This is an optimization exercise on Yosys and OpenROAD, whose aim is a short achievable clock period and few clock cycles, not a production implementation.
Where RTL was checked, it was by simulation tests only, not by an equivalence proof against the original.
Function not checked in runs 1 to 4 and 6: the RTL went through the layout flow alone.
No activity file was given, so power comes from the tool's default toggle rates.

## run.sh

```bash
#!/bin/bash
# synth_recipe.tcl (not shown) runs the flow's synth.tcl, then flattens the netlist and writes it again
# the make line also repeats each setting of config.mk as NAME=value (left out here)
make -C /OpenROAD-flow-scripts/flow DESIGN_CONFIG=/design/flow/config.mk WORK_HOME=/design/flow/orfs CLKGATE_MAP_FILE= SYNTH_SCRIPT=/design/flow/synth_recipe.tcl finish
```

## config.mk

```make
export PLATFORM = sky130hd
export DESIGN_NAME = jcpu8
export DESIGN_NICKNAME = jcpu8
export VERILOG_FILES = /design/flow/design.v
export SDC_FILE = /design/flow/constraint.sdc
export NUM_CORES = 4
export LEC_CHECK = 0
export CAP_MARGIN = 20
export CORE_MARGIN = 2
export CORE_UTILIZATION = 45
export GPL_ROUTABILITY_DRIVEN = 1
export GPL_TIMING_DRIVEN = 1
export PLACE_DENSITY = 0.6
export SETUP_SLACK_MARGIN = 4.0
export SLEW_MARGIN = 20
```

## constraint.sdc

```tcl
create_clock -name core_clock -period 6.0 [get_ports {clk}]
set_input_delay 1.2000 -clock core_clock [delete_from_list [all_inputs] [get_ports {clk}]]
set_output_delay 1.2000 -clock core_clock [all_outputs]
set_load 0.01 [all_outputs]
```

## design.v

```verilog
module jcpu8 (
    input  wire        clk,
    input  wire        rst,         
    input  wire        stall,       
    output wire [15:0] mem_addr,
    output wire        mem_we,
    output wire [7:0]  mem_wdata,
    input  wire [7:0]  mem_rdata,
    input  wire [7:0]  io0,
    output wire        io_event,
    output wire [7:0]  io_value,
    output wire        fault
);
    localparam [3:0] ID_MOV = 4'h1, ID_LW  = 4'h2, ID_SW  = 4'h3, ID_LDA = 4'h4,
                     ID_PUSH = 4'h5, ID_POP = 4'h6, ID_JNZ = 4'h7, ID_ADD = 4'h8,
                     ID_ADC = 4'h9, ID_AND = 4'hA, ID_NOR = 4'hB, ID_CMP = 4'hC;
    reg [7:0]  ra, rb, rc, rd, rl, rh, rf;
    reg [15:0] sp;
    reg [7:0]  io_prev;
    reg        faulted;
    reg        pF, pA1, pA2, pM;    
    reg [15:0] addr_q;      
    reg [15:0] ret_q;       
    reg        we_q;
    reg [7:0]  wd_q;
    reg        imm;
    reg        c_lw, c_sw, c_push, c_pop, c_jnz, c_three, c_ls;
    reg        c_mov, c_and, c_nor, c_add, c_adc, c_cmp, c_lda;
    reg [7:0]  rf_sel;      
    reg [7:0]  arg1;
    reg [7:0]  a1_sel;      
    reg [6:0]  ex_we;       
    reg        ex_lda, ex_add, ex_cmp, ex_and, ex_nor, ex_sum;
    reg        cin_q;
    reg        fl_v;        
    reg [7:0]  x1_q;        
    reg [7:0]  op2_q;       
    reg [7:0]  ex_hi;       
    reg        ex_d_f, ex_d_inv;
    reg        ex_s_reg;    
    reg [2:0]  ex_s_lo;     
    reg        ex_s_hi;     
    reg [2:0]  ex_d_lo;     
    reg [7:0]  res_q;       
    reg        fl_c;        
    reg        fl_d_f, fl_d_inv, fl_s_same, fl_s_f;
    reg [7:0]  fl_op2;
    reg        ev_q;
    reg [7:0]  ev_val;
    reg        fault_q;
    wire active = !stall && !faulted;
    function automatic [7:0] onehot(input [7:0] c);
        begin
            onehot = 8'd0;
            case (c)
                8'd0: onehot[0] = 1'b1;
                8'd1: onehot[1] = 1'b1;
                8'd2: onehot[2] = 1'b1;
                8'd3: onehot[3] = 1'b1;
                8'd4: onehot[4] = 1'b1;
                8'd5: onehot[5] = 1'b1;
                8'd6: onehot[6] = 1'b1;
                default: onehot[7] = 1'b1;
            endcase
        end
    endfunction
    function automatic [7:0] rsel(input [7:0] s,
                                  input [7:0] a, input [7:0] b, input [7:0] c,
                                  input [7:0] d, input [7:0] l, input [7:0] h,
                                  input [7:0] f);
        begin
            rsel = ({8{s[0]}} & a) | ({8{s[1]}} & b) | ({8{s[2]}} & c) |
                   ({8{s[3]}} & d) | ({8{s[4]}} & l) | ({8{s[5]}} & h) |
                   ({8{s[6]}} & f) | {8{s[7]}};
        end
    endfunction
    function automatic [7:0] cmpbits(input [7:0] x, input [7:0] y);
        reg [7:0] g1, e1;
        reg [3:0] g2, e2;
        reg [1:0] g3, e3;
        reg       g4, e4;
        integer i;
        begin
            g1 = x & ~y;
            e1 = ~(x ^ y);
            for (i = 0; i < 4; i = i + 1) begin
                g2[i] = g1[2*i+1] | (e1[2*i+1] & g1[2*i]);
                e2[i] = e1[2*i+1] & e1[2*i];
            end
            for (i = 0; i < 2; i = i + 1) begin
                g3[i] = g2[2*i+1] | (e2[2*i+1] & g2[2*i]);
                e3[i] = e2[2*i+1] & e2[2*i];
            end
            g4 = g3[1] | (e3[1] & g3[0]);
            e4 = e3[1] & e3[0];
            cmpbits = {4'd0, !g4 && !e4, e4, g4, 1'b0};
        end
    endfunction
    function automatic [8:0] add8(input [7:0] a, input [7:0] b, input cin);
        reg [7:0] g, p, gg, pp, gn, pn;
        reg [8:0] c;
        integer i, k;
        begin
            g = a & b;
            p = a ^ b;
            gg = g;
            pp = p;
            for (k = 1; k < 8; k = k * 2) begin
                gn = gg;
                pn = pp;
                for (i = k; i < 8; i = i + 1) begin
                    gn[i] = gg[i] | (pp[i] & gg[i-k]);
                    pn[i] = pp[i] & pp[i-k];
                end
                gg = gn;
                pp = pn;
            end
            c[0] = cin;
            for (i = 0; i < 8; i = i + 1)
                c[i+1] = gg[i] | (pp[i] & cin);
            add8 = {c[8], p ^ c[7:0]};
        end
    endfunction
    function automatic is_defined(input [7:0] b);
        begin
            if (b[3:0] == ID_LW || b[3:0] == ID_SW)
                is_defined = 1'b1;
            else if (b[6:4] != 3'd0)
                is_defined = 1'b0;
            else case (b[3:0])
                ID_MOV, ID_ADD, ID_ADC, ID_AND, ID_NOR, ID_CMP,
                ID_PUSH, ID_JNZ: is_defined = 1'b1;
                ID_LDA:          is_defined = b[7];
                ID_POP:          is_defined = ~b[7];
                default:         is_defined = 1'b0;
            endcase
        end
    endfunction
    assign mem_addr  = addr_q;
    assign mem_we    = we_q;
    assign mem_wdata = wd_q;
    assign io_event  = ev_q;
    assign io_value  = ev_val;
    assign fault     = fault_q;
    wire        hi_nz = |mem_rdata[7:3];
    reg  [7:0]  x_lo;
    always @* begin
        case (mem_rdata[2:0])
            3'd0: x_lo = ra;
            3'd1: x_lo = rb;
            3'd2: x_lo = rc;
            3'd3: x_lo = rd;
            3'd4: x_lo = rl;
            3'd5: x_lo = rh;
            3'd6: x_lo = rf;
            default: x_lo = 8'hFF;
        endcase
    end
    wire [7:0]  x_rd    = x_lo | {8{hi_nz}};
    wire [7:0]  rd_sel  = onehot(mem_rdata);
    wire [7:0]  x_a1    = rsel(a1_sel, ra, rb, rc, rd, rl, rh, rf);
    wire [7:0]  x_rf    = rsel(rf_sel, ra, rb, rc, rd, rl, rh, rf);
    wire [7:0]  opv     = imm ? mem_rdata : x_rd;
    wire [15:0] pc_inc  = addr_q + 16'd1;
    wire [15:0] sp_dec  = sp - 16'd1;
    wire [15:0] sp_inc  = sp + 16'd1;
    wire        sp_ffff = &sp;             
    wire        sp_zero = ~|sp;            
    wire [15:0] ls_addr = imm ? {arg1, mem_rdata} : {x_a1, x_rd};
    wire [7:0]  zr = {1'b0, ~((|rf) | fl_v), ~|rh, ~|rl, ~|rd, ~|rc, ~|rb, ~|ra};
    wire        taken = imm ? (|mem_rdata) : !(zr[mem_rdata[2:0]] && !hi_nz);
    wire        push_wait = fl_v && !imm;
    wire        go_ls  = pA2 && c_ls;
    wire        go_jnz = pA1 && c_jnz;
    wire [15:0] addr_early = pM ? ret_q :
                             (pA1 && c_push) ? sp_dec :
                             (pA1 && c_pop)  ? sp : pc_inc;
    wire [15:0] addr_next = go_ls ? ls_addr :
                            (go_jnz && taken) ? {rh, rl} : addr_early;
    wire        adv = !(pA1 && c_push && push_wait);
    wire [3:0]  nid = mem_rdata[3:0];
    always @(posedge clk) begin
        if (rst) begin
            pF <= 1'b1; pA1 <= 1'b0; pA2 <= 1'b0; pM <= 1'b0;
            addr_q <= 16'd0; we_q <= 1'b0;
            sp <= 16'd0;
            io_prev <= 8'd0; faulted <= 1'b0;
        end else if (active) begin
            if (adv) addr_q <= addr_next;
            we_q <= (pA1 && c_push && !push_wait && sp_dec[15]) ||
                    (pA2 && c_sw && ls_addr[15]);
            if (pF) begin
                if (io0 != io_prev) io_prev <= io0;
                if (!is_defined(mem_rdata)) faulted <= 1'b1;
                pF <= 1'b0; pA1 <= 1'b1;
            end
            if (pA1 && adv) begin
                pA1 <= 1'b0;
                if (c_three)         pA2 <= 1'b1;
                else if (c_jnz)      pF  <= 1'b1;
                else                 pM  <= 1'b1;
            end
            if (pA2) begin
                pA2 <= 1'b0;
                if (c_ls) pM <= 1'b1;
                else      pF <= 1'b1;
            end
            if (pM) begin
                pM <= 1'b0;
                pF <= 1'b1;
                if (c_push) begin
                    if (!sp_dec[15]) begin
                        faulted <= 1'b1;
                    end else begin
                        sp <= sp_dec;
                        if (sp_ffff) sp[7:0]  <= wd_q;
                        if (sp_zero) sp[15:8] <= wd_q;
                    end
                end
                if (c_pop) sp <= sp_inc;
                if (c_sw) begin
                    if (!addr_q[15]) begin
                        faulted <= 1'b1;
                    end else begin
                        if (addr_q == 16'hFFFE) sp[7:0]  <= wd_q;
                        if (addr_q == 16'hFFFF) sp[15:8] <= wd_q;
                    end
                end
            end
        end
    end
    always @(posedge clk) begin
        if (rst) begin
            imm <= 1'b0;
            c_lw <= 1'b0; c_sw <= 1'b0; c_ls <= 1'b0; c_push <= 1'b0;
            c_pop <= 1'b0; c_jnz <= 1'b0; c_three <= 1'b0; c_mov <= 1'b0;
            c_and <= 1'b0; c_nor <= 1'b0; c_add <= 1'b0; c_adc <= 1'b0;
            c_cmp <= 1'b0; c_lda <= 1'b0;
            rf_sel <= 8'd0; arg1 <= 8'd0; a1_sel <= 8'd0;
            wd_q <= 8'd0; ret_q <= 16'd0;
        end else begin
        if (pF) begin
            imm     <= mem_rdata[7];
            c_lw    <= nid == ID_LW;
            c_sw    <= nid == ID_SW;
            c_ls    <= nid == ID_LW || nid == ID_SW;
            c_push  <= nid == ID_PUSH;
            c_pop   <= nid == ID_POP;
            c_jnz   <= nid == ID_JNZ;
            c_three <= !(nid == ID_PUSH || nid == ID_POP || nid == ID_JNZ);
            c_mov   <= nid == ID_MOV;
            c_and   <= nid == ID_AND;
            c_nor   <= nid == ID_NOR;
            c_add   <= nid == ID_ADD || nid == ID_ADC;
            c_adc   <= nid == ID_ADC;
            c_cmp   <= nid == ID_CMP;
            c_lda   <= nid == ID_LDA;
            rf_sel  <= onehot({5'd0, mem_rdata[6:4]});
        end
        if (pA1) begin
            arg1   <= mem_rdata;
            a1_sel <= rd_sel;
            wd_q   <= opv;
        end
        if (pA2) begin
            wd_q   <= x_rf;
        end
        if (pA1 || pA2) ret_q <= pc_inc;
        end
    end
    wire fault_set = active && ((pF && !is_defined(mem_rdata)) ||
                                (pM && c_push && !sp_dec[15]) ||
                                (pM && c_sw && !addr_q[15]));
    wire ev_next   = active && pF && io0 != io_prev;
    always @(posedge clk) begin
        if (rst) begin
            ev_q    <= 1'b0;
            fault_q <= 1'b0;
        end else if (!stall) begin
            ev_q    <= ev_next;
            fault_q <= (faulted || fault_set) && !ev_next;
        end
        if (rst)     ev_val <= 8'd0;
        else if (pF) ev_val <= io0;
    end
    wire [8:0] sum = add8(x1_q, op2_q, cin_q);
    wire [7:0] res = ({8{ex_sum}} & sum[7:0]) |
                     ({8{ex_and}} & (x1_q & op2_q)) |
                     ({8{ex_nor}} & ~(x1_q | op2_q)) |
                     ({8{!(ex_sum || ex_and || ex_nor)}} & op2_q);
    wire       carry = ex_add & sum[8];
    wire [7:0] fl_x1  = res_q | {7'd0, fl_d_f & fl_c} | {8{fl_d_inv}};
    wire [7:0] fl_y   = fl_s_same ? fl_x1 : fl_s_f ? rf : fl_op2;
    wire [7:0] fl_cmp = cmpbits(fl_x1, fl_y);
    wire [7:0] ex_cmpv = cmpbits(x1_q, op2_q);
    wire setup_alu = pA2 && !c_ls;
    wire setup_ld  = pM && (c_lw || c_pop);
    wire [7:0] ld_sel = c_lw ? rf_sel : a1_sel;
    always @(posedge clk) begin
        if (rst) begin
            ra <= 8'd0; rb <= 8'd0; rc <= 8'd0; rd <= 8'd0;
            rl <= 8'd0; rh <= 8'd0; rf <= 8'd0;
            ex_we <= 7'd0; ex_lda <= 1'b0; ex_add <= 1'b0; ex_cmp <= 1'b0;
            fl_v <= 1'b0;
        end else if (active) begin
            if (ex_we[0]) ra <= res;
            if (ex_we[1]) rb <= res;
            if (ex_we[2]) rc <= res;
            if (ex_we[3]) rd <= res;
            if (ex_we[4]) rl <= res;
            else if (ex_lda) rl <= op2_q;
            if (ex_we[5]) rh <= res;
            else if (ex_lda) rh <= ex_hi;
            if (ex_we[6])    rf <= res | {7'd0, carry};
            else if (ex_add) rf <= rf | {7'd0, carry};
            else if (ex_cmp) rf <= ex_cmpv;
            else if (fl_v)   rf <= rf | fl_cmp;
            fl_v   <= ex_add;
            ex_we  <= 7'd0;
            ex_lda <= 1'b0;
            ex_add <= 1'b0;
            ex_cmp <= 1'b0;
            if (setup_alu) begin
                ex_we  <= (c_cmp || c_lda) ? 7'd0 : a1_sel[6:0];
                ex_lda <= c_lda;
                ex_add <= c_add;
                ex_cmp <= c_cmp;
            end
            if (setup_ld) begin
                ex_we  <= ld_sel[6:0];
            end
        end
    end
    always @(posedge clk) begin
        if (rst) begin
            ex_sum <= 1'b0; ex_and <= 1'b0; ex_nor <= 1'b0; cin_q <= 1'b0;
            x1_q <= 8'd0; op2_q <= 8'd0; ex_hi <= 8'd0;
            ex_d_f <= 1'b0; ex_d_inv <= 1'b0; ex_s_reg <= 1'b0;
            ex_s_lo <= 3'd0; ex_s_hi <= 1'b0; ex_d_lo <= 3'd0;
        end else begin
        if (setup_alu) begin
            ex_sum    <= c_add;
            ex_and    <= c_and;
            ex_nor    <= c_nor;
            cin_q     <= c_adc & rf[0];
            x1_q      <= x_a1;
            op2_q     <= opv;
            ex_hi     <= arg1;
            ex_d_f    <= a1_sel[6];
            ex_d_inv  <= a1_sel[7];
            ex_s_reg  <= !imm;
            ex_s_lo   <= mem_rdata[2:0];
            ex_s_hi   <= hi_nz;
            ex_d_lo   <= arg1[2:0];
        end
        if (setup_ld) begin
            ex_sum <= 1'b0;
            ex_and <= 1'b0;
            ex_nor <= 1'b0;
            op2_q  <= mem_rdata;
        end
        end
    end
    always @(posedge clk) begin
        begin
            res_q     <= res;
            fl_c      <= carry;
            fl_d_f    <= ex_d_f;
            fl_d_inv  <= ex_d_inv;
            fl_s_same <= ex_s_reg && !ex_s_hi && !ex_d_inv && ex_s_lo == ex_d_lo;
            fl_s_f    <= ex_s_reg && !ex_s_hi && ex_s_lo == 3'd6;
            fl_op2    <= op2_q;
        end
    end
endmodule
```

==> flow_metrics.env, run 1 <==
export IMPL_largest_net_degree_at_the_start_of_global_routing=83
export IMPL_cts_sink_count=241
export IMPL_route_vias_total=15500
export IMPL_number_of_buffers_inserted_during_clock_tree_synthesis=28
export IMPL_clock_latency_ps=570
export IMPL_synth_top_cell_area_share_pct=34.5
export IMPL_row_count=64
export IMPL_largest_registers="addr_q: 16 flops, ret_q: 16 flops, sp: 16 flops"
export IMPL_fin_nets=1983
export IMPL_synth_seq_area_share_pct=34.5
export IMPL_main_combinational_cell_family_by_area_after_synthesis="compound AO/OA/AOI/OAI gates"
export IMPL_die_footprint_um2=32500
export IMPL_cp_start_kind="flip-flop"
export IMPL_post_dr_wirelength_cell_um=27.0
export IMPL_cts_max_path_buffers=3
export IMPL_pre_cts_slack_ps=1650
export IMPL_final_std_cell_area_no_fill_um2=19100
export IMPL_post_route_period_util_pct=46.6
export IMPL_die_w_um=180
export IMPL_synth_async_reset_ratio_pct=0
export IMPL_chipHeight_um=180
export IMPL_fmax_ghz=0.358
export IMPL_drv_cap=0
export IMPL_initial_antenna_violation_count=2
export IMPL_yosysTopAreaCell="sky130_fd_sc_hd__dfxtp_1"
export IMPL_post_route_cells_drive_above_1_share_pct=33.8
export IMPL_yosys_mux_area_fraction_pct=4.83
export IMPL_synth_enable_flop_cells=0
export IMPL_maxSlewViolCount=0
export IMPL_layout_min_cycle_time_ps=2800
export IMPL_dp_wirelength_um=41700
export IMPL_h_tree_depth=1
export IMPL_synth_flop_cell="sky130_fd_sc_hd__dfxtp_1"
export IMPL_synth_cells=1809
export IMPL_postPlaceCellArea_um2=15000
export IMPL_filler_cell_count=2654
export IMPL_number_of_global_route_vias_before_repair=14100
export IMPL_cts_root_buf="sky130_fd_sc_hd__clkbuf_16"
export IMPL_synth_compound_area_share_pct=27.7
export IMPL_netlist_area_um2=14000
export IMPL_hold_viol_final=0
export IMPL_syn_avg_cell_area_um2=7.74
export IMPL_most_common_cell_in_the_netlist="sky130_fd_sc_hd__dfxtp_1"
export IMPL_layout_area_overhead_vs_synth_pct=36.5
export IMPL_postCtsHoldBufs=0
export IMPL_synth_warnings=1
export IMPL_rsz0062_at_grt="yes"
export IMPL_place_gp_congestion=0.960
export IMPL_worstSetupEndpointType="flip-flop"
export IMPL_synth_adder_area_share_pct=3.45
export IMPL_leakage_nw=7.11
export IMPL_vdd_ir_drop_max_mv=0.235
export IMPL_multi_input_area_um2=9980
export IMPL_setup_tns_final_ps=0
export IMPL_cts_clk_slew_worst_paths_ps=60
export IMPL_criticalPathCategory="flip-flop to flip-flop"
export IMPL_core_region_area_um2=30600
export IMPL_synth_ff_latch_count=241
export IMPL_yosys_top_cells_area="sky130_fd_sc_hd__dfxtp_1, sky130_fd_sc_hd__a21oi_1, sky130_fd_sc_hd__nor2_1, sky130_fd_sc_hd__a211oi_1, sky130_fd_sc_hd__nand2_1"
export IMPL_antennaDiodeCount=0
export IMPL_ff_latch_area_um2=5010
export IMPL_routed_antenna_nets=0
export IMPL_drt_wl_total_um=63200
export IMPL_cts_tree="built"
export IMPL_io_buffers=53
export IMPL_floorplan_io_pins=54
export IMPL_gr_total_overflow=0
export IMPL_timing_critical_path_fanout_max=4
export IMPL_global_route_wire_length_before_repair_um=91500
export IMPL_power_density_nw_per_um2=220
export IMPL_setup_slack_ps=3200
export IMPL_viasPerCell=6.63
export IMPL_run_status="complete, no violations"
export IMPL_initial_core_utilization_pct=45.8
export IMPL_post_detailed_route_drc_marker_count=0
export IMPL_maximum_clock_skew_at_final_layout_ps=24.3
export IMPL_cp_required_ps=6420
export IMPL_drt_first_pass_iters=6
export IMPL_worst_slew_pin_slew_ps=815
export IMPL_timing_hold_worst_class="flip-flop to flip-flop"
export IMPL_timing_final_setup_violations=0
export IMPL_syn_num_nets=1866
export IMPL_synth_commonest_cells="sky130_fd_sc_hd__dfxtp_1, sky130_fd_sc_hd__nor2_1, sky130_fd_sc_hd__a21oi_1"
export IMPL_netlist_cell_type_count=79
export IMPL_grt_total_usage_pct=36.6
export IMPL_worst_ep_arrival_time_ps=3210
export IMPL_synth_xor_area_share_pct=2.07
export IMPL_slew_headroom_pct=45.2
export IMPL_detailedRoute_firstIterationViolations=1843
export IMPL_synth_simple_gate_area_share_pct=21.7
worst paths after layout:
path                            startpoint     end  slack (ps)  cells after the start
worst max register to register       sp[7]   sp[3]        3200                      7
worst min-delay path                ex_d_f  fl_d_f         350                      0
worst min register to register      ex_d_f  fl_d_f         350                      0
worst max-delay path                 sp[7]   sp[3]        3200                      7
final cells by class:
type,count,area share (%)
multi-input combinational,1357,52.2
sequential,241,26.2
timing repair buffer,240,12.9
clock buffer,41,4.13
tap,396,2.59
inverter,58,1.40
clock inverter,10,0.504
report_power, final:
part	leakage, nW	switching, mW	internal (mW)
registers	2.00	0.108	1.66
logic	4.68	0.428	0.324
clock network	0.434	0.721	0.956
total	7.11	1.26	2.94
cell usage in the layout (no fill, tap or decap), drive strengths merged, types with 29 or more instances in the layout:
cell type / count
a211oi: 86
a21oi: 175
a221oi: 32
a22oi: 29
buf: 231
clkbuf: 44
dfxtp: 241
ha: 37
inv: 55
mux2i: 45
nand2: 165
nand3: 55
nor2: 209
nor3: 58
o21ai: 77
layer usage:
| metal | GRT usage [%] | vias to the layer above | routed length (um) |
|---|---|---|---|
| met5 | 0 | - | 12 |
| met4 | 12.8 | 2 | 2840 |
| met3 | 7.72 | 185 | 6850 |
| met2 | 53.8 | 948 | 26500 |
| met1 | 52.9 | 7526 | 27000 |
| li1 | - | 6867 | - |
through the flow:
stage               power (mW)  util (%)  hold slack, ps  std cells
floorplan                 2.15         -             331       1809
global placement          2.35      49.2             335       2122
detailed placement        2.35      49.2             336       2122
CTS                       4.12      59.0             350       2294
global route              4.32      62.5             362       2343
finish                    4.20      62.5             350       2343
kinds of logic (layout without fill, tap and decap cells):
family	Yosys count	count (layout)
fa+ha+maj	38	38
flops	241	241
xor+xnor	33	33
simple gates	648	652
compound gates	575	575
buf+inv	215	349
mux	59	59
what timing repair did:
| action | 4_1_cts | 5_1_grt |
|---|---|---|
| endpoints found under the setup margin | 250 | 242 |
| setup buffers | 118 | 44 |
| resized for setup | 558 | 155 |
| hold endpoints to repair | 0 | 0 |
| cloned | 3 | 5 |
| pin swaps | 86 | 90 |
critical path, stage by stage, from the launching register on:
cell and delay, ps:
sky130_fd_sc_hd__dfxtp_4 350, sky130_fd_sc_hd__or4_4 540, sky130_fd_sc_hd__or4_4 570, sky130_fd_sc_hd__or3_4 400, sky130_fd_sc_hd__a21oi_4 240, sky130_fd_sc_hd__o21ai_2 90, sky130_fd_sc_hd__a221oi_2 350, sky130_fd_sc_hd__o22ai_1 110
==> run 2, diff against run 1 <==
--- a/config.mk
+++ b/config.mk
@@ -7,8 +7,8 @@
 export LEC_CHECK = 0
+export ABC_CLOCK_PERIOD_IN_PS = 2000
 export CAP_MARGIN = 20
 export CORE_MARGIN = 2
-export CORE_UTILIZATION = 45
+export CORE_UTILIZATION = 25
 export GPL_ROUTABILITY_DRIVEN = 1
-export GPL_TIMING_DRIVEN = 1
-export PLACE_DENSITY = 0.6
+export PLACE_DENSITY = 0.45
 export SETUP_SLACK_MARGIN = 4.0
==> flow_metrics.env, run 2 <==
export IMPL_run_status="complete, no violations"
export IMPL_global_route_wire_length_before_repair_um=101000
export IMPL_cp_top_family="simple AND/OR/NAND/NOR gates"
export IMPL_routed_antenna_nets=0
export IMPL_slew_headroom_pct=39.9
export IMPL_cp_required_ps=6450
export IMPL_cts_root_buf="sky130_fd_sc_hd__clkbuf_16"
export IMPL_number_of_global_route_vias_before_repair=14500
export IMPL_met2WireLength_um=31400
export IMPL_post_dr_wirelength_cell_um=26.0
export IMPL_number_of_buffers_inserted_during_clock_tree_synthesis=31
export IMPL_maxUsedRoutingLayer="met4"
export IMPL_p_int_mw=3.13
export IMPL_largest_registers="addr_q: 16 flops, ret_q: 16 flops, sp: 16 flops"
export IMPL_clock_latency_ps=590
export IMPL_largest_net_degree_at_the_start_of_global_routing=71
export IMPL_detailedRoute_firstIterationViolations=1587
export IMPL_postPlaceCellArea_um2=15500
export IMPL_worstSetupEndpointType="flip-flop"
export IMPL_grt_total_usage_pct=23.5
export IMPL_cts_sink_count=241
export IMPL_floorplan_io_pins=54
export IMPL_power_density_nw_per_um2=231
export IMPL_maxSlewViolCount=0
export IMPL_leakage_nw=7.01
export IMPL_power_switching_fraction_pct=29.9
export IMPL_die_w_um=241
export IMPL_io_buffers=53
export IMPL_total_switching_power_mw=1.34
export IMPL_post_layout_nonfiller_instances=2683
export IMPL_netlist_area_um2=14000
export IMPL_drt_wl_total_um=69700
export IMPL_cp_start_kind="flip-flop"
export IMPL_cts_max_path_buffers=3
export IMPL_synth_top_cell_area_share_pct=34.5
export IMPL_yosys_top_cells_area="sky130_fd_sc_hd__dfxtp_1, sky130_fd_sc_hd__a21oi_1, sky130_fd_sc_hd__nor2_1, sky130_fd_sc_hd__a211oi_1, sky130_fd_sc_hd__nand2_1"
export IMPL_path_buf_inv=0
export IMPL_synth_async_reset_ratio_pct=0
export IMPL_postCtsHoldBufs=0
export IMPL_gr_total_overflow=0
export IMPL_netlist_cell_type_count=79
export IMPL_critical_path_most_common_cell="sky130_fd_sc_hd__or3_4"
export IMPL_timing_final_setup_violations=0
export IMPL_sequence_of_cells_on_the_critical_path="or3_4 > or4_4 > or3_4 > a21bo_4 > o311ai_2 > o21a_1 > o22ai_1"
export IMPL_wl_met3_um=5040
export IMPL_detail_route_wirelength_met1_um=30800
export IMPL_mostFrequentLayoutCell="sky130_fd_sc_hd__nor2_1"
export IMPL_post_route_cells_drive_above_1_share_pct=32.8
export IMPL_synth_commonest_cells="sky130_fd_sc_hd__dfxtp_1, sky130_fd_sc_hd__nor2_1, sky130_fd_sc_hd__a21oi_1"
export IMPL_synth_ff_latch_count=241
export IMPL_share_comb_of_total_power_pct=16.9
export IMPL_most_common_cell_in_the_netlist="sky130_fd_sc_hd__dfxtp_1"
export IMPL_cts_clk_slew_worst_paths_ps=60
export IMPL_finalCoreUtilization_pct=35.0
export IMPL_post_route_period_util_pct=45.3
export IMPL_setup_slack_ps=3280
export IMPL_row_count=86
export IMPL_synth_seq_area_share_pct=34.5
export IMPL_viasPerCell=5.68
export IMPL_initial_antenna_violation_count=1
export IMPL_worst_slew_pin_slew_ps=894
export IMPL_power_sequential_fraction_pct=40.0
export IMPL_fmax_ghz=0.368
export IMPL_rsz0062_at_grt="yes"
export IMPL_synth_warnings=1
export IMPL_place_gp_congestion=0.915
export IMPL_timing_critical_path_fanout_max=10
export IMPL_core_region_area_um2=55200
export IMPL_layout_min_cycle_time_ps=2720
export IMPL_report_power_total_mw=4.46
export IMPL_fin_hold_ws_ps=348
export IMPL_criticalPathCategory="flip-flop to flip-flop"
export IMPL_maximum_clock_skew_at_final_layout_ps=21.2
export IMPL_fin_nets=1968
export IMPL_synth_enable_flop_cells=0
export IMPL_initial_core_utilization_pct=25.4
export IMPL_most_common_layout_cells="sky130_fd_sc_hd__nor2_1, sky130_fd_sc_hd__dfxtp_1, sky130_fd_sc_hd__nand2_1"
export IMPL_clock_network_power_share_pct=43.1
export IMPL_drt_first_pass_iters=5
export IMPL_yosysTopAreaCell="sky130_fd_sc_hd__dfxtp_1"
export IMPL_pre_cts_slack_ps=1290
export IMPL_vdd_ir_drop_max_mv=0.209
export IMPL_layout_area_overhead_vs_synth_pct=38.1
export IMPL_cts_tree="built"
export IMPL_timing_hold_worst_class="flip-flop to flip-flop"
export IMPL_dp_cells=2480
export IMPL_h_tree_depth=1
export IMPL_hold_viol_final=0
export IMPL_drv_cap=0
export IMPL_route_vias_total=15200
export IMPL_timing_critical_path_slowest_cell_delay_ps=530
export IMPL_die_footprint_um2=57900
export IMPL_synth_flop_cell="sky130_fd_sc_hd__dfxtp_1"
export IMPL_setup_tns_final_ps=0
export IMPL_syn_num_nets=1866
export IMPL_post_detailed_route_drc_marker_count=0
export IMPL_dp_wirelength_um=46200
export IMPL_chipHeight_um=241
export IMPL_critical_path_slowest_cell="sky130_fd_sc_hd__or4_4"
export IMPL_worst_ep_arrival_time_ps=3170
export IMPL_synth_cells=1809
export IMPL_syn_avg_cell_area_um2=7.74
export IMPL_final_std_cell_area_no_fill_um2=19300
-- run 2: cell counts after synthesis --
No cell type changed its count.
-- run 2: repair_timing --
action	4_1_cts	5_1_grt
cloned	6	1
resized for setup	553	112
buffers inserted	106	33
setup endpoints to repair	261	172
pin swaps	97	85
-- run 2: power groups by stage --
stage	combinational (mW)	clock [mW]	sequential, mW
6_report	0.754	1.92	1.78
5_1_grt	0.802	2.02	1.79
4_1_cts	0.692	1.95	1.78
3_5_place_dp	0.555	0	1.82
3_3_place_gp	0.557	0	1.82
2_1_floorplan	0.399	0	1.76
-- run 2: final cells by class --
class	instances	area (um2)
well taps	748	936
fillers	5757	35900
diodes	1	2.50
multi-input cells	1356	9860
inverters	58	262
clock buffers	44	885
clock inverters	12	146
flip-flops and latches	241	5010
repair buffers	223	2240
-- run 2: worst paths after layout --
path | end | cells past startpoint | slack (ps) | startpoint
worst min-delay path | fl_d_f | 0 | 350 | ex_d_f
worst max register to register | sp[12] | 7 | 3280 | sp[11]
worst min register to register | fl_d_f | 0 | 350 | ex_d_f
worst max-delay path | sp[12] | 7 | 3280 | sp[11]
-- run 2: metal layers --
metal	track usage, %	up-vias
met5	0	-
met2	37.3	694
met3	3.47	146
li1	-	6841
met1	32.5	7548
met4	7.91	0
-- run 2: cells by family after synthesis --
kind of cell             after synthesis  synth area share (%)
XOR/XNOR                              33                  2.07
AO/OA/AOI/OAI                        575                  27.7
buffers and inverters                215                  5.86
AND/OR/NAND/NOR                      648                  21.7
adder cells (fa/ha/maj)               38                  3.45
multiplexers                          59                  4.83
flip-flops                           241                  34.5
==> run 3, diff against run 2 <==
--- a/design.v
+++ b/design.v
@@ -144,3 +144,4 @@
     assign fault     = fault_q;
-    wire        hi_nz = |mem_rdata[7:3];
+    wire        hi_nz, any_nz;
+    jcpu8_bdec u_bdec (.b(mem_rdata), .hi(hi_nz), .any(any_nz));
     reg  [7:0]  x_lo;
@@ -166,7 +167,6 @@
     wire [15:0] sp_inc  = sp + 16'd1;
-    wire        sp_ffff = &sp;             
-    wire        sp_zero = ~|sp;            
+    reg         sp_ok, sp_ffff, sp_zero;   
     wire [15:0] ls_addr = imm ? {arg1, mem_rdata} : {x_a1, x_rd};
     wire [7:0]  zr = {1'b0, ~((|rf) | fl_v), ~|rh, ~|rl, ~|rd, ~|rc, ~|rb, ~|ra};
-    wire        taken = imm ? (|mem_rdata) : !(zr[mem_rdata[2:0]] && !hi_nz);
+    wire        taken = imm ? any_nz : !(zr[mem_rdata[2:0]] && !hi_nz);
     wire        push_wait = fl_v && !imm;
@@ -189,3 +189,3 @@
             if (adv) addr_q <= addr_next;
-            we_q <= (pA1 && c_push && !push_wait && sp_dec[15]) ||
+            we_q <= (pA1 && c_push && !push_wait && sp_ok) ||
                     (pA2 && c_sw && ls_addr[15]);
@@ -211,3 +211,3 @@
                 if (c_push) begin
-                    if (!sp_dec[15]) begin
+                    if (!sp_ok) begin
                         faulted <= 1'b1;
@@ -239,2 +239,3 @@
             rf_sel <= 8'd0; arg1 <= 8'd0; a1_sel <= 8'd0;
+            sp_ok <= 1'b0; sp_ffff <= 1'b0; sp_zero <= 1'b0;
             wd_q <= 8'd0; ret_q <= 16'd0;
@@ -258,2 +259,5 @@
             rf_sel  <= onehot({5'd0, mem_rdata[6:4]});
+            sp_ok   <= sp_dec[15];
+            sp_ffff <= &sp;
+            sp_zero <= ~|sp;
         end
@@ -271,3 +275,3 @@
     wire fault_set = active && ((pF && !is_defined(mem_rdata)) ||
-                                (pM && c_push && !sp_dec[15]) ||
+                                (pM && c_push && !sp_ok) ||
                                 (pM && c_sw && !addr_q[15]));
@@ -375 +379,9 @@
 endmodule
+module jcpu8_bdec (
+    input  wire [7:0] b,
+    output wire       hi,      
+    output wire       any      
+);
+    assign hi  = |b[7:3];
+    assign any = |b;
+endmodule
==> flow_metrics.env, run 3 <==
export IMPL_run_status="complete, no violations"
export IMPL_worstSetupEndpointType="flip-flop"
export IMPL_io_buffers=53
export IMPL_netlist_cell_type_count=91
export IMPL_cts_root_buf="sky130_fd_sc_hd__clkbuf_16"
export IMPL_synth_ff_latch_count=244
export IMPL_multi_input_area_um2=10200
export IMPL_maxSlewViolCount=0
export IMPL_worst_slew_pin_slew_ps=960
export IMPL_filler_cell_count=5723
export IMPL_ff_latch_area_um2=5070
export IMPL_hold_depth=0
export IMPL_hold_viol_final=0
export IMPL_post_route_cells_drive_above_1_share_pct=34.7
export IMPL_largest_net_degree_at_the_start_of_global_routing=83
export IMPL_drt_first_pass_iters=7
export IMPL_drv_cap=0
export IMPL_h_tree_depth=2
export IMPL_largest_registers="addr_q: 16 flops, ret_q: 16 flops, sp: 16 flops"
export IMPL_cts_sink_count=244
export IMPL_cts_max_path_buffers=3
export IMPL_yosysTopAreaCell="sky130_fd_sc_hd__dfxtp_1"
export IMPL_ff2ff_path_depth=7
export IMPL_drt_wl_total_um=67900
export IMPL_detailedRoute_firstIterationViolations=1618
export IMPL_antennaDiodeCount=0
export IMPL_netlist_area_um2=14100
export IMPL_syn_num_nets=1866
export IMPL_route_vias_total=15100
export IMPL_synth_seq_area_share_pct=34.6
export IMPL_dp_wirelength_um=43500
export IMPL_leakage_nw=7.26
export IMPL_slew_headroom_pct=35.9
export IMPL_global_route_wire_length_before_repair_um=97700
export IMPL_timing_final_setup_violations=0
export IMPL_vdd_ir_drop_max_mv=0.184
export IMPL_synth_top_cell_area_share_pct=34.6
export IMPL_floorplan_io_pins=54
export IMPL_synth_enable_flop_cells=0
export IMPL_post_route_period_util_pct=44.7
export IMPL_cts_clk_slew_worst_paths_ps=50
export IMPL_clock_latency_ps=550
export IMPL_setup_tns_final_ps=0
export IMPL_yosys_top_cells_area="sky130_fd_sc_hd__dfxtp_1, sky130_fd_sc_hd__nor2_1, sky130_fd_sc_hd__a21oi_1, sky130_fd_sc_hd__a211oi_1, sky130_fd_sc_hd__nand2_1"
export IMPL_initial_core_utilization_pct=25.2
export IMPL_die_footprint_um2=58300
export IMPL_timing_hold_worst_class="flip-flop to flip-flop"
export IMPL_rsz0062_at_grt="yes"
export IMPL_row_count=87
export IMPL_syn_avg_cell_area_um2=7.79
export IMPL_grt_total_usage_pct=22.6
export IMPL_fmax_ghz=0.373
export IMPL_synth_commonest_cells="sky130_fd_sc_hd__dfxtp_1, sky130_fd_sc_hd__nor2_1, sky130_fd_sc_hd__nand2_1"
export IMPL_chipHeight_um=241
export IMPL_most_common_layout_cells="sky130_fd_sc_hd__nor2_1, sky130_fd_sc_hd__dfxtp_1, sky130_fd_sc_hd__nand2_1"
export IMPL_layout_area_overhead_vs_synth_pct=43.8
export IMPL_routed_antenna_nets=0
export IMPL_power_density_nw_per_um2=234
export IMPL_mostFrequentLayoutCell="sky130_fd_sc_hd__nor2_1"
export IMPL_postCtsHoldBufs=0
export IMPL_worst_ep_arrival_time_ps=3100
export IMPL_cp_required_ps=6420
export IMPL_cts_tree="built"
export IMPL_maximum_clock_skew_at_final_layout_ps=19.8
export IMPL_synth_flop_cell="sky130_fd_sc_hd__dfxtp_1"
export IMPL_number_of_global_route_vias_before_repair=14000
export IMPL_fin_nets=2009
export IMPL_synth_async_reset_ratio_pct=0
export IMPL_core_region_area_um2=56100
export IMPL_die_w_um=241
export IMPL_place_gp_congestion=0.953
export IMPL_finalCoreUtilization_pct=36.2
export IMPL_initial_antenna_violation_count=0
export IMPL_most_common_cell_in_the_netlist="sky130_fd_sc_hd__dfxtp_1"
export IMPL_viasPerCell=5.52
export IMPL_fin_hold_ws_ps=352
export IMPL_layout_min_cycle_time_ps=2680
export IMPL_post_detailed_route_drc_marker_count=0
export IMPL_timing_critical_path_fanout_max=5
export IMPL_synth_cells=1809
export IMPL_criticalPathCategory="input port to flip-flop"
export IMPL_post_dr_wirelength_cell_um=24.9
export IMPL_cp_start_kind="input port"
export IMPL_synth_warnings=1
export IMPL_number_of_buffers_inserted_during_clock_tree_synthesis=34
export IMPL_gr_total_overflow=0
-- run 3: per-layer routing --
metal,vias up,wire length [um],global-route usage [%],part of all wire [%]
met5,-,0,0,0
met4,0,3550,10.5,5.2
met3,174,4670,4.20,6.9
met2,605,30000,35.2,44
met1,7369,29600,30.2,44
li1,6908,-,-,-
-- run 3: through the flow --
stage | area (um2) | worst slack, ps | power (mW) | instances
4_1_cts | 19200 | 3350 | 4.72 | 2670
3_5_place_dp | 15600 | 1650 | 2.44 | 2483
2_1_floorplan | 14900 | 3010 | 2.21 | 1809
5_1_grt | 20300 | 3280 | 4.92 | 2730
6_report | 20300 | 3320 | 4.75 | 2730
3_3_place_gp | 15600 | 1710 | 2.44 | 2483
-- run 3: worst paths after layout --
| kind | to | slack (ps) | start |
|---|---|---|---|
| setup / recovery | addr_q[14] | 3320 | mem_rdata[7] |
| hold / removal | fl_d_f | 350 | ex_d_f |
| setup reg to reg | addr_q[6] | 3490 | pA1 |
| hold reg to reg | fl_d_f | 350 | ex_d_f |
-- run 3: where the power goes --
group          internal, mW  leakage (nW)  switching [mW]
logic                 0.363          4.68           0.477
clock network          1.30         0.548           0.803
registers              1.69          2.02           0.124
-- run 3: timing repair --
action                     4_1_cts  5_1_grt
pin swaps                      119      100
resized for setup              618      130
gates cloned                     6        1
setup endpoints to repair      249      227
buffers inserted               123       59
-- run 3: logic make-up (layout without fill, tap and decap cells) --
kind of cell | after synthesis | after routing | synth area share [%]
XOR/XNOR | 37 | 37 | 2.30
adder cells (fa/ha/maj) | 38 | 38 | 3.42
AND/OR/NAND/NOR | 668 | 673 | 22.8
buffers and inverters | 205 | 365 | 5.59
flip-flops | 244 | 244 | 34.6
AO/OA/AOI/OAI | 561 | 561 | 26.9
multiplexers | 56 | 56 | 4.37
-- run 3: cell type report --
| type | count | area share [%] |
|---|---|---|
| Timing Repair Buffer | 260 | 13.4 |
| Tap cell | 756 | 4.66 |
| Clock inverter | 13 | 1.04 |
| Sequential cell | 244 | 25.0 |
| Clock buffer | 45 | 4.55 |
| Inverter | 47 | 1.06 |
| Multi-Input combinational cell | 1365 | 50.3 |
-- run 3: worst max-delay path, stage by stage --
cell                       delay (ps)
sky130_fd_sc_hd__buf_12           110
sky130_fd_sc_hd__or4_4            580
sky130_fd_sc_hd__nand2b_4         200
sky130_fd_sc_hd__nor3_4           170
sky130_fd_sc_hd__buf_6            140
sky130_fd_sc_hd__buf_6            100
sky130_fd_sc_hd__nand3_4           80
sky130_fd_sc_hd__a41oi_4          270
sky130_fd_sc_hd__o21a_1           170
sky130_fd_sc_hd__o21ai_1           60
==> run 4, diff against run 3 <==
--- a/config.mk
+++ b/config.mk
@@ -7,3 +7,2 @@
 export LEC_CHECK = 0
-export ABC_CLOCK_PERIOD_IN_PS = 2000
 export CAP_MARGIN = 20
@@ -15 +14,3 @@
 export SLEW_MARGIN = 20
+export SYNTH_HIERARCHICAL = 1
+export SYNTH_MINIMUM_KEEP_SIZE = 0
==> flow_metrics.env, run 4 <==
export IMPL_synth_async_reset_ratio_pct=0
export IMPL_postCtsHoldBufs=0
export IMPL_synth_seq_area_share_pct=34.5
export IMPL_fmax_ghz=0.386
export IMPL_synth_commonest_cells="sky130_fd_sc_hd__dfxtp_1, sky130_fd_sc_hd__nor2_1, sky130_fd_sc_hd__a21oi_1"
export IMPL_clock_latency_ps=600
export IMPL_cp_start_kind="input port"
export IMPL_synth_flop_cell="sky130_fd_sc_hd__dfxtp_1"
export IMPL_yosys_top_cells_area="sky130_fd_sc_hd__dfxtp_1, sky130_fd_sc_hd__a21oi_1, sky130_fd_sc_hd__nor2_1, sky130_fd_sc_hd__a211oi_1, sky130_fd_sc_hd__nand2_1"
export IMPL_critical_path_slowest_cell="sky130_fd_sc_hd__or3_1"
export IMPL_power_density_nw_per_um2=224
export IMPL_largest_net_degree_at_the_start_of_global_routing=98
export IMPL_netlist_area_um2=14200
export IMPL_cp_required_ps=6470
export IMPL_antennaDiodeCount=0
export IMPL_io_buffers=53
export IMPL_drv_cap=0
export IMPL_timing_critical_path_fanout_max=5
export IMPL_worst_slew_pin_slew_ps=1120
export IMPL_mostFrequentLayoutCell="sky130_fd_sc_hd__nor2_1"
export IMPL_worstSetupEndpointType="flip-flop"
export IMPL_timing_hold_worst_class="flip-flop to flip-flop"
export IMPL_fin_nets=2030
export IMPL_initial_core_utilization_pct=25.2
export IMPL_detailedRoute_firstIterationViolations=1529
export IMPL_floorplan_io_pins=54
export IMPL_synth_ff_latch_count=244
export IMPL_criticalPathCategory="input port to flip-flop"
export IMPL_largest_registers="addr_q: 16 flops, ret_q: 16 flops, sp: 16 flops"
export IMPL_power_switching_fraction_pct=29.9
export IMPL_p_int_mw=3.20
export IMPL_most_common_cell_in_the_netlist="sky130_fd_sc_hd__dfxtp_1"
export IMPL_initial_antenna_violation_count=0
export IMPL_synth_warnings=7
export IMPL_drt_wl_total_um=67000
export IMPL_syn_num_nets=1868
export IMPL_drt_first_pass_iters=5
export IMPL_yosysTopAreaCell="sky130_fd_sc_hd__dfxtp_1"
export IMPL_number_of_global_route_vias_before_repair=14500
export IMPL_setup_tns_final_ps=0
export IMPL_filler_cell_count=5854
export IMPL_post_route_period_util_pct=43.2
export IMPL_syn_avg_cell_area_um2=7.82
export IMPL_post_route_cells_drive_above_1_share_pct=36.7
export IMPL_h_tree_depth=1
export IMPL_global_route_wire_length_before_repair_um=97600
export IMPL_synth_top_cell_area_share_pct=34.5
export IMPL_layout_min_cycle_time_ps=2590
export IMPL_die_w_um=242
export IMPL_dp_wirelength_um=43300
export IMPL_grt_total_usage_pct=21.6
export IMPL_cts_root_buf="sky130_fd_sc_hd__clkbuf_16"
export IMPL_maximum_clock_skew_at_final_layout_ps=33.2
export IMPL_vdd_ir_drop_max_mv=0.186
export IMPL_routed_antenna_nets=0
export IMPL_share_comb_of_total_power_pct=18.8
export IMPL_slew_headroom_pct=24.7
export IMPL_viasPerCell=5.65
export IMPL_leakage_nw=7.53
export IMPL_layout_area_overhead_vs_synth_pct=43.5
export IMPL_sequence_of_cells_on_the_critical_path="buf_12 > buf_12 > nor2b_4 > buf_6 > a31oi_1 > nand4_1 > a31oi_4 > buf_6 > buf_6 > nor2_1 > or3_1 > a221oi_2"
export IMPL_cts_sink_count=244
export IMPL_number_of_buffers_inserted_during_clock_tree_synthesis=30
export IMPL_total_switching_power_mw=1.37
export IMPL_report_power_total_mw=4.56
export IMPL_route_vias_total=15500
export IMPL_clock_network_power_share_pct=41.3
export IMPL_cts_clk_slew_worst_paths_ps=60
export IMPL_post_dr_wirelength_cell_um=24.4
export IMPL_gr_total_overflow=0
export IMPL_maxSlewViolCount=0
export IMPL_netlist_cell_type_count=88
export IMPL_most_common_layout_cells="sky130_fd_sc_hd__nor2_1, sky130_fd_sc_hd__dfxtp_1, sky130_fd_sc_hd__buf_4"
export IMPL_run_status="complete, no violations"
export IMPL_place_gp_congestion=0.908
export IMPL_synth_cells=1811
export IMPL_cts_max_path_buffers=3
export IMPL_core_region_area_um2=56200
export IMPL_timing_critical_path_slowest_cell_delay_ps=360
export IMPL_die_footprint_um2=58600
export IMPL_worst_ep_arrival_time_ps=3060
export IMPL_cts_tree="built"
export IMPL_chipHeight_um=242
export IMPL_power_sequential_fraction_pct=39.9
export IMPL_hold_viol_final=0
export IMPL_post_detailed_route_drc_marker_count=0
export IMPL_row_count=87
export IMPL_rsz0062_at_grt="yes"
export IMPL_timing_final_setup_violations=0
export IMPL_synth_enable_flop_cells=0
export IMPL_critical_path_most_common_cell="sky130_fd_sc_hd__buf_6"
-- run 4: cell types whose count changed in the layout (fill, tap and decap cells not counted), moves of 9 or more --
cell | previous run | this run
sky130_fd_sc_hd__o21ai_2 | 5 | 14
sky130_fd_sc_hd__a211oi_1 | 44 | 32
sky130_fd_sc_hd__buf_4 | 121 | 163
sky130_fd_sc_hd__nand2_1 | 155 | 139
sky130_fd_sc_hd__nor2_1 | 204 | 184
sky130_fd_sc_hd__nand2b_1 | 39 | 30
sky130_fd_sc_hd__inv_1 | 31 | 47
-- run 4: final timing paths --
kind | slack (ps) | from | end | depth (start not counted)
min reg2reg | 360 | ex_d_f | fl_d_f | 0
max reg2reg | 3490 | op2_q[0] | rh[7] | 10
min | 360 | ex_d_f | fl_d_f | 0
max | 3410 | mem_rdata[0] | addr_q[0] | 12
-- run 4: final cells by class --
cell class / count / area, um2 / share of cell area (%)
Clock buffer: 40 / 858 / 4.22
Multi-Input combinational cell: 1342 / 10100 / 49.7
Inverter: 62 / 262 / 1.29
Timing Repair inverter: 1 / 7.51 / 0.0369
Timing Repair Buffer: 292 / 2920 / 14.4
Sequential cell: 244 / 5090 / 25.0
Tap cell: 756 / 946 / 4.65
Clock inverter: 11 / 148 / 0.726
-- run 4: power by group through the flow --
stage | Combinational [mW] | Clock [mW] | Sequential (mW)
after floorplan | 0.446 | 0 | 1.79
after detailed placement | 0.590 | 0 | 1.87
final | 0.859 | 1.89 | 1.82
after global placement | 0.588 | 0 | 1.87
after CTS | 0.784 | 1.93 | 1.81
after global routing | 0.912 | 1.99 | 1.82
-- run 4: cells by family (layout without fill, tap and decap cells) --
logic type | count (synthesis) | in the layout | share of synthesized area [%]
simple gates | 615 | 617 | 21.0
compound gates | 599 | 600 | 28.7
flops | 244 | 244 | 34.5
buf+inv | 228 | 406 | 6.44
mux | 49 | 49 | 3.66
fa+ha+maj | 38 | 38 | 3.41
xor+xnor | 38 | 38 | 2.35
-- run 4: through the flow --
stage	area [um2]	hold WS (ps)	worst slack, ps	instances	utilization (%)
floorplan	15000	331	3190	1811	-
global placement	15600	337	1670	2475	27.9
detailed placement	15700	344	1650	2475	27.9
CTS	19200	360	3520	2681	34.2
global route	20300	378	3390	2748	36.2
finish	20300	359	3410	2748	36.2
-- run 4: per-layer routing --
metal / wire, um / vias to the layer above / GRT usage (%)
li1: - / 6975 / -
met1: 29500 / 7748 / 30.2
met2: 30600 / 676 / 34.7
met3: 4750 / 127 / 2.51
met4: 2110 / 0 / 6.79
met5: 0 / - / 0
-- run 4: what timing repair did --
| item | CTS | global route |
|---|---|---|
| setup endpoints to repair | 246 | 184 |
| resized for setup | 613 | 138 |
| buffers inserted | 149 | 65 |
| pin swaps | 128 | 96 |
| gates cloned | 6 | 2 |
-- run 4: worst max-delay path, delay by kind of cell --
kind | cells | cell delay (ps)
and+or+nand+nor | 4 | 660
AOI/OAI and AO/OA | 3 | 630
buffers and inverters | 5 | 540
-- run 4: per-module statistics from Yosys, one instance, submodules excluded --
module	times used	cells inside
jcpu8	1	1806
jcpu8_bdec	1	5
==> run 5, diff against run 4 <==
--- a/design.v
+++ b/design.v
@@ -370,3 +370,3 @@
             res_q     <= res;
-            fl_c      <= carry;
+            fl_c      <= ex_sum & sum[8];    
             fl_d_f    <= ex_d_f;
==> flow_metrics.env, run 5 <==
export IMPL_timing_final_setup_violations=0
export IMPL_io_buffers=53
export IMPL_syn_avg_cell_area_um2=7.88
export IMPL_global_route_wire_length_before_repair_um=100000
export IMPL_die_footprint_um2=58300
export IMPL_maxSlewViolCount=0
export IMPL_cts_max_path_buffers=3
export IMPL_antennaDiodeCount=0
export IMPL_number_of_buffers_inserted_during_clock_tree_synthesis=29
export IMPL_synth_warnings=7
export IMPL_layout_area_overhead_vs_synth_pct=44.0
export IMPL_row_count=87
export IMPL_slew_headroom_pct=34.3
export IMPL_gr_total_overflow=0
export IMPL_timing_critical_path_fanout_max=5
export IMPL_h_tree_depth=1
export IMPL_drt_wl_total_um=69700
export IMPL_clock_latency_ps=590
export IMPL_post_detailed_route_drc_marker_count=0
export IMPL_synth_enable_flop_cells=0
export IMPL_drt_first_pass_iters=7
export IMPL_dp_cells=2458
export IMPL_chipHeight_um=241
export IMPL_initial_antenna_violation_count=0
export IMPL_die_w_um=241
export IMPL_setup_tns_final_ps=0
export IMPL_yosys_top_cells_area="sky130_fd_sc_hd__dfxtp_1, sky130_fd_sc_hd__a21oi_1, sky130_fd_sc_hd__nor2_1, sky130_fd_sc_hd__mux2i_1, sky130_fd_sc_hd__a211oi_1"
export IMPL_globalRouteMet2Util_pct=36.5
export IMPL_filler_cell_count=5772
export IMPL_met3_usage_pct=4.05
export IMPL_most_common_layout_cells="sky130_fd_sc_hd__nor2_1, sky130_fd_sc_hd__dfxtp_1, sky130_fd_sc_hd__buf_4"
export IMPL_viasPerCell=5.63
export IMPL_post_route_cells_drive_above_1_share_pct=35.3
export IMPL_detailedRoute_firstIterationViolations=1478
export IMPL_report_power_total_mw=4.55
export IMPL_netlist_area_um2=14100
export IMPL_synth_seq_area_share_pct=34.6
export IMPL_grt_busiest_layer="met2"
export IMPL_routed_antenna_nets=0
export IMPL_place_gp_congestion=0.933
export IMPL_cts_clk_slew_worst_paths_ps=60
export IMPL_syn_num_nets=1847
export IMPL_core_region_area_um2=56100
export IMPL_synth_ff_latch_count=244
export IMPL_synth_flop_cell="sky130_fd_sc_hd__dfxtp_1"
export IMPL_hold_viol_final=0
export IMPL_worstSetupEndpointType="flip-flop"
export IMPL_post_dr_wirelength_cell_um=25.6
export IMPL_setup_slack_ps=3270
export IMPL_globalRouteMet1Util_pct=30.9
export IMPL_cts_tree="built"
export IMPL_route_vias_total=15300
export IMPL_fin_nets=2000
export IMPL_maximum_clock_skew_at_final_layout_ps=31.8
export IMPL_largest_registers="addr_q: 16 flops, ret_q: 16 flops, sp: 16 flops"
export IMPL_rsz0062_at_grt="yes"
export IMPL_cts_sink_count=244
export IMPL_floorplan_io_pins=54
export IMPL_initial_core_utilization_pct=25.2
export IMPL_yosysTopAreaCell="sky130_fd_sc_hd__dfxtp_1"
export IMPL_synth_top_cell_area_share_pct=34.6
export IMPL_grt_total_usage_pct=23.1
export IMPL_fmax_ghz=0.367
export IMPL_criticalPathCategory="flip-flop to flip-flop"
export IMPL_leakage_nw=7.68
export IMPL_timing_hold_worst_class="flip-flop to flip-flop"
export IMPL_post_layout_nonfiller_instances=2718
export IMPL_post_route_period_util_pct=45.4
export IMPL_number_of_global_route_vias_before_repair=14500
export IMPL_vdd_ir_drop_max_mv=0.244
export IMPL_cts_root_buf="sky130_fd_sc_hd__clkbuf_16"
export IMPL_postCtsHoldBufs=0
export IMPL_drv_cap=0
export IMPL_dp_wirelength_um=44500
export IMPL_netlist_cell_type_count=77
export IMPL_run_status="complete, no violations"
export IMPL_power_density_nw_per_um2=224
export IMPL_most_common_cell_in_the_netlist="sky130_fd_sc_hd__dfxtp_1"
export IMPL_largest_net_degree_at_the_start_of_global_routing=75
export IMPL_mostFrequentLayoutCell="sky130_fd_sc_hd__nor2_1"
export IMPL_pre_cts_slack_ps=1820
export IMPL_synth_async_reset_ratio_pct=0
export IMPL_worst_ep_arrival_time_ps=3220
export IMPL_layout_min_cycle_time_ps=2730
export IMPL_worst_slew_pin_slew_ps=981
export IMPL_synth_commonest_cells="sky130_fd_sc_hd__dfxtp_1, sky130_fd_sc_hd__nor2_1, sky130_fd_sc_hd__a21oi_1"
export IMPL_cp_start_kind="flip-flop"
export IMPL_synth_cells=1790
export IMPL_cp_required_ps=6490
export IMPL_fin_hold_ws_ps=352
run 5: repair_timing:
item | 4_1_cts | 5_1_grt
setup endpoints to repair | 233 | 167
cloned | 7 | 3
buffers inserted | 137 | 63
pin swaps | 94 | 117
gates resized for setup | 557 | 188
run 5: per-stage QoR:
step | util (%) | area, um2
6_report | 36.2 | 20300
5_1_grt | 36.2 | 20300
4_1_cts | 33.9 | 19000
3_5_place_dp | 27.9 | 15600
3_3_place_gp | 27.9 | 15600
2_1_floorplan | - | 14900
run 5: per-layer routing:
metal | share of wire [%] | vias to the layer above | wire length, um
li1 | - | 6909 | -
met1 | 43 | 7551 | 30100
met2 | 45 | 688 | 31400
met3 | 7.0 | 165 | 4900
met4 | 4.7 | 0 | 3270
met5 | 0 | - | 0
run 5: final cells by class:
type,count,area [um2],share of cell area [%]
clock buffers,40,837,4.12
inverters,52,220,1.08
well taps,756,946,4.66
multi-input cells,1338,10100,49.7
repair buffers,278,2980,14.7
flip-flops and latches,244,5100,25.1
clock inverters,10,139,0.684
run 5: worst max-delay path, cell delays in order (launching register included):
cell and delay [ps]:
sky130_fd_sc_hd__dfxtp_4 360, sky130_fd_sc_hd__inv_4 40, sky130_fd_sc_hd__ha_4 230, sky130_fd_sc_hd__a21o_1 190, sky130_fd_sc_hd__a211o_2 320, sky130_fd_sc_hd__a2111o_1 520
sky130_fd_sc_hd__a2111oi_4 410, sky130_fd_sc_hd__nor3_4 80, sky130_fd_sc_hd__buf_12 150, sky130_fd_sc_hd__a211o_1 250, sky130_fd_sc_hd__a21oi_1 110
run 5: worst paths after layout:
check	end	depth (start not counted)	startpoint	slack, ps
hold reg to reg	fl_d_f	0	ex_d_f	350
setup / recovery	rl[7]	10	x1_q[0]	3270
hold / removal	fl_d_f	0	ex_d_f	350
setup reg to reg	rl[7]	10	x1_q[0]	3270
run 5: cell families after synthesis:
group                    Yosys count  synth area share, %
AO/OA/AOI/OAI                    558                 27.0
XOR/XNOR                          40                 2.48
adder cells (fa/ha/maj)           38                 3.43
buffers and inverters            213                 5.75
flip-flops                       244                 34.6
multiplexers                      77                 5.60
AND/OR/NAND/NOR                  620                 21.1
run 5: power breakdown:
part	internal, mW	switching [mW]	total (mW)	leakage [nW]
clock	1.10	0.751	1.85	0.468
sequential	1.68	0.131	1.81	2.03
combinational	0.415	0.476	0.890	5.18
total	3.19	1.36	4.55	7.68
run 5: Yosys stat by module (local to each module, per instance):
| module | times used | area, um2 | flip-flops and latches |
|---|---|---|---|
| jcpu8 | 1 | 14100 | 244 |
| jcpu8_bdec | 1 | 27.5 | 0 |
Testbench counts of run 5, summed over its fixed seeds: cycles 171,981.
==> run 6, diff against run 5 <==
--- a/design.v
+++ b/design.v
@@ -146,16 +146,6 @@
     jcpu8_bdec u_bdec (.b(mem_rdata), .hi(hi_nz), .any(any_nz));
-    reg  [7:0]  x_lo;
-    always @* begin
-        case (mem_rdata[2:0])
-            3'd0: x_lo = ra;
-            3'd1: x_lo = rb;
-            3'd2: x_lo = rc;
-            3'd3: x_lo = rd;
-            3'd4: x_lo = rl;
-            3'd5: x_lo = rh;
-            3'd6: x_lo = rf;
-            default: x_lo = 8'hFF;
-        endcase
-    end
-    wire [7:0]  x_rd    = x_lo | {8{hi_nz}};
+    wire [7:0]  x_rd;
+    jcpu8_xsel u_xsel (.s(mem_rdata[2:0]), .hi(hi_nz),
+                       .ra(ra), .rb(rb), .rc(rc), .rd(rd), .rl(rl), .rh(rh), .rf(rf),
+                       .x(x_rd));
     wire [7:0]  rd_sel  = onehot(mem_rdata);
@@ -169,4 +159,4 @@
     wire [15:0] ls_addr = imm ? {arg1, mem_rdata} : {x_a1, x_rd};
-    wire [7:0]  zr = {1'b0, ~((|rf) | fl_v), ~|rh, ~|rl, ~|rd, ~|rc, ~|rb, ~|ra};
-    wire        taken = imm ? any_nz : !(zr[mem_rdata[2:0]] && !hi_nz);
+    wire        taken;
+    jcpu8_jnz u_jnz (.b(mem_rdata), .imm(imm), .x(x_rd), .fl(fl_v), .taken(taken));
     wire        push_wait = fl_v && !imm;
@@ -387 +377,31 @@
 endmodule
+module jcpu8_xsel (
+    input  wire [2:0] s,
+    input  wire       hi,
+    input  wire [7:0] ra, rb, rc, rd, rl, rh, rf,
+    output wire [7:0] x
+);
+    reg [7:0] x_lo;
+    always @* begin
+        case (s)
+            3'd0: x_lo = ra;
+            3'd1: x_lo = rb;
+            3'd2: x_lo = rc;
+            3'd3: x_lo = rd;
+            3'd4: x_lo = rl;
+            3'd5: x_lo = rh;
+            3'd6: x_lo = rf;
+            default: x_lo = 8'hFF;
+        endcase
+    end
+    assign x = x_lo | {8{hi}};
+endmodule
+module jcpu8_jnz (
+    input  wire [7:0] b,
+    input  wire       imm,
+    input  wire [7:0] x,
+    input  wire       fl,
+    output wire       taken
+);
+    assign taken = imm ? |b : ((|x) || (fl && b == 8'd6));
+endmodule
==> flow_metrics.env, run 6 <==
export IMPL_run_status="complete, no violations"
export IMPL_io_buffers=53
export IMPL_ff2ff_path_depth=12
export IMPL_worst_slew_pin_slew_ps=949
export IMPL_cts_max_path_buffers=3
export IMPL_core_region_area_um2=56300
export IMPL_detailedRoute_firstIterationViolations=1491
export IMPL_number_of_buffers_inserted_during_clock_tree_synthesis=30
export IMPL_post_detailed_route_drc_marker_count=0
export IMPL_layout_min_cycle_time_ps=3640
export IMPL_post_dr_wirelength_cell_um=25.1
export IMPL_cts_root_buf="sky130_fd_sc_hd__clkbuf_16"
export IMPL_route_vias_total=15300
export IMPL_maximum_clock_skew_at_final_layout_ps=38.9
export IMPL_netlist_area_um2=14200
export IMPL_dp_cells=2479
export IMPL_power_density_nw_per_um2=224
export IMPL_synth_warnings=8
export IMPL_die_w_um=242
export IMPL_maxSlewViolCount=0
export IMPL_floorplan_io_pins=54
export IMPL_fmax_ghz=0.274
export IMPL_hold_path_startpoint="ex_d_f"
export IMPL_chipHeight_um=242
export IMPL_dp_wirelength_um=43600
export IMPL_setup_tns_final_ps=0
export IMPL_place_gp_congestion=0.919
export IMPL_layout_area_overhead_vs_synth_pct=41.2
export IMPL_worstHoldEndpoint="fl_d_f"
export IMPL_viasPerCell=5.60
export IMPL_gr_total_overflow=0
export IMPL_largest_registers="addr_q: 16 flops, ret_q: 16 flops, sp: 16 flops"
export IMPL_sequence_of_cells_on_the_critical_path="dlygate4sd2_1 > nor2_2 > nand2_4 > buf_6 > a2111o_1 > or3_4 > nor4_4 > a211oi_4 > and3_4 > or3_1 > o211ai_1 > o21ai_1 > o311ai_1 > nand2_1"
export IMPL_report_power_total_mw=4.49
export IMPL_grt_total_usage_pct=22.0
export IMPL_timing_critical_path_slowest_cell_delay_ps=410
export IMPL_clock_latency_ps=600
export IMPL_setup_slack_ps=2360
export IMPL_critical_path_slowest_cell="sky130_fd_sc_hd__a2111o_1"
export IMPL_launch_point_of_the_worst_path="mem_rdata[5]"
export IMPL_drv_cap=0
export IMPL_finalCoreUtilization_pct=35.6
export IMPL_antennaDiodeCount=0
export IMPL_initial_core_utilization_pct=25.2
export IMPL_largest_net_degree_at_the_start_of_global_routing=83
export IMPL_h_tree_depth=1
export IMPL_pre_cts_slack_ps=810
export IMPL_timing_final_setup_violations=0
export IMPL_cts_tree="built"
export IMPL_post_route_cells_drive_above_1_share_pct=33.2
export IMPL_cp_start_kind="input port"
export IMPL_criticalPathCategory="input port to flip-flop"
export IMPL_crit_reg2reg_capture="addr_q[6]"
export IMPL_r2r_slack_ps=2790
export IMPL_rsz0062_at_grt="yes"
export IMPL_drt_wl_total_um=68600
export IMPL_syn_avg_cell_area_um2=7.87
export IMPL_post_route_period_util_pct=60.7
export IMPL_worstSetupEndpointType="flip-flop"
export IMPL_drt_first_pass_iters=6
export IMPL_initial_antenna_violation_count=0
export IMPL_synth_cells=1801
export IMPL_global_route_wire_length_before_repair_um=98300
export IMPL_routed_antenna_nets=0
export IMPL_worst_ep_arrival_time_ps=4130
export IMPL_cp_required_ps=6490
export IMPL_critical_register_to_register_path_startpoint="rl[1]"
export IMPL_number_of_global_route_vias_before_repair=14400
export IMPL_fin_nets=2010
export IMPL_post_layout_nonfiller_instances=2731
export IMPL_most_common_layout_cells="sky130_fd_sc_hd__nor2_1, sky130_fd_sc_hd__dfxtp_1, sky130_fd_sc_hd__buf_4"
export IMPL_mostFrequentLayoutCell="sky130_fd_sc_hd__nor2_1"
export IMPL_row_count=87
export IMPL_timing_critical_path_fanout_max=7
export IMPL_cts_clk_slew_worst_paths_ps=60
export IMPL_path_buf_inv=2
export IMPL_die_footprint_um2=58600
export IMPL_final_std_cell_area_no_fill_um2=20000
export IMPL_hold_depth=0
export IMPL_leakage_nw=7.39
export IMPL_cts_sink_count=244
export IMPL_hold_viol_final=0
export IMPL_fin_hold_ws_ps=352
export IMPL_vdd_ir_drop_max_mv=0.220
export IMPL_postPlaceCellArea_um2=15600
export IMPL_syn_num_nets=1858
export IMPL_cp_top_family="simple AND/OR/NAND/NOR gates"
export IMPL_slew_headroom_pct=36.3
export IMPL_timing_hold_worst_class="flip-flop to flip-flop"
-- run 6: per-layer routing --
layer	share of wire [%]	routed length, um	up-vias	GRT usage (%)
met1	43	29500	7524	29.0
li1	-	-	6942	-
met4	4.9	3340	0	9.69
met3	7.5	5110	165	3.87
met2	45	30700	676	35.0
met5	0	0	-	0
-- run 6: layout make-up --
| type | count | area (um2) |
|---|---|---|
| timing repair buffer | 274 | 2750 |
| clock inverter | 12 | 184 |
| tap | 756 | 946 |
| inverter | 55 | 221 |
| sequential | 244 | 5090 |
| multi-input combinational | 1348 | 9970 |
| clock buffer | 42 | 856 |
| fill | 5827 | 36300 |
-- run 6: how the worst max path moves through the flow --
stage            endpoint  depth (start not counted)
6_report        addr_q[6]                         14
5_1_grt         addr_q[6]                         15
4_1_cts         addr_q[6]                         15
3_5_place_dp    addr_q[8]                         13
3_3_place_gp   addr_q[11]                         14
2_1_floorplan   addr_q[6]                         15
-- run 6: worst register-to-register path, stage by stage (launching register included) --
cell and delay, ps:
sky130_fd_sc_hd__dfxtp_1 550, sky130_fd_sc_hd__a221oi_2 350, sky130_fd_sc_hd__a31oi_1 80, sky130_fd_sc_hd__a2111o_1 340
sky130_fd_sc_hd__or3_4 420, sky130_fd_sc_hd__nor4_4 320, sky130_fd_sc_hd__a211oi_4 90, sky130_fd_sc_hd__and3_4 240
sky130_fd_sc_hd__or3_1 370, sky130_fd_sc_hd__o211ai_1 90, sky130_fd_sc_hd__o21ai_1 90, sky130_fd_sc_hd__o311ai_1 120
sky130_fd_sc_hd__nand2_1 80
-- run 6: where the power goes --
group          total (mW)  internal, mW  leakage, nW  switching [mW]
logic               0.746         0.327         4.85           0.419
clock network        1.95          1.16        0.504           0.784
registers            1.79          1.68         2.03           0.112
total                4.49          3.17         7.39            1.31
-- run 6: repair_timing --
item | in CTS | in global routing
setup endpoints to repair | 213 | 163
buffers inserted | 141 | 48
gates cloned | 3 | 6
pin swaps | 86 | 62
hold buffers | 0 | 0
resized for setup | 503 | 134

-- separate check: timing with driven ports --
The results above use ideal ports. As a check the final layouts listed here were re-extracted and re-timed, cells and wires unchanged.
Step 1 sets driving cells, clkbuf_16 on the clock port and buf_2 on the other inputs (assumed; they add their load-dependent delay and slew).
Step 2 times the ports against the registers' clock, not the clock port: input delays grow and output delays shrink by t, the midpoint of the rising clock arrivals with the driver on.
Slacks: ideal / step 1 / step 2; pairs: ideal / step 1.
| run | shift t [ns] | setup WS [ns] | slew at the worst register clock pin (ns) | cell pins on the clock port's net |
|---|---|---|---|---|
| run 1 | 0.611 | 3.203 / 3.203 / 2.641 | 0.06 / 0.06 | 1 |
| run 2 | 0.629 | 3.282 / 3.282 / 2.695 | 0.06 / 0.06 | 1 |
| run 3 | 0.596 | 3.320 / 3.333 / 2.737 | 0.07 / 0.07 | 1 |
| run 4 | 0.635 | 3.411 / 3.404 / 2.768 | 0.07 / 0.07 | 1 |
| run 5 | 0.627 | 3.274 / 3.274 / 2.848 | 0.06 / 0.06 | 1 |
| run 6 | 0.640 | 2.357 / 2.376 / 1.736 | 0.07 / 0.07 | 1 |
After both steps setup and hold are still met in every run listed. For run 4, which loses most, drivers alone change the setup slack by -0.007 ns; drivers and shift together by -0.643 ns.
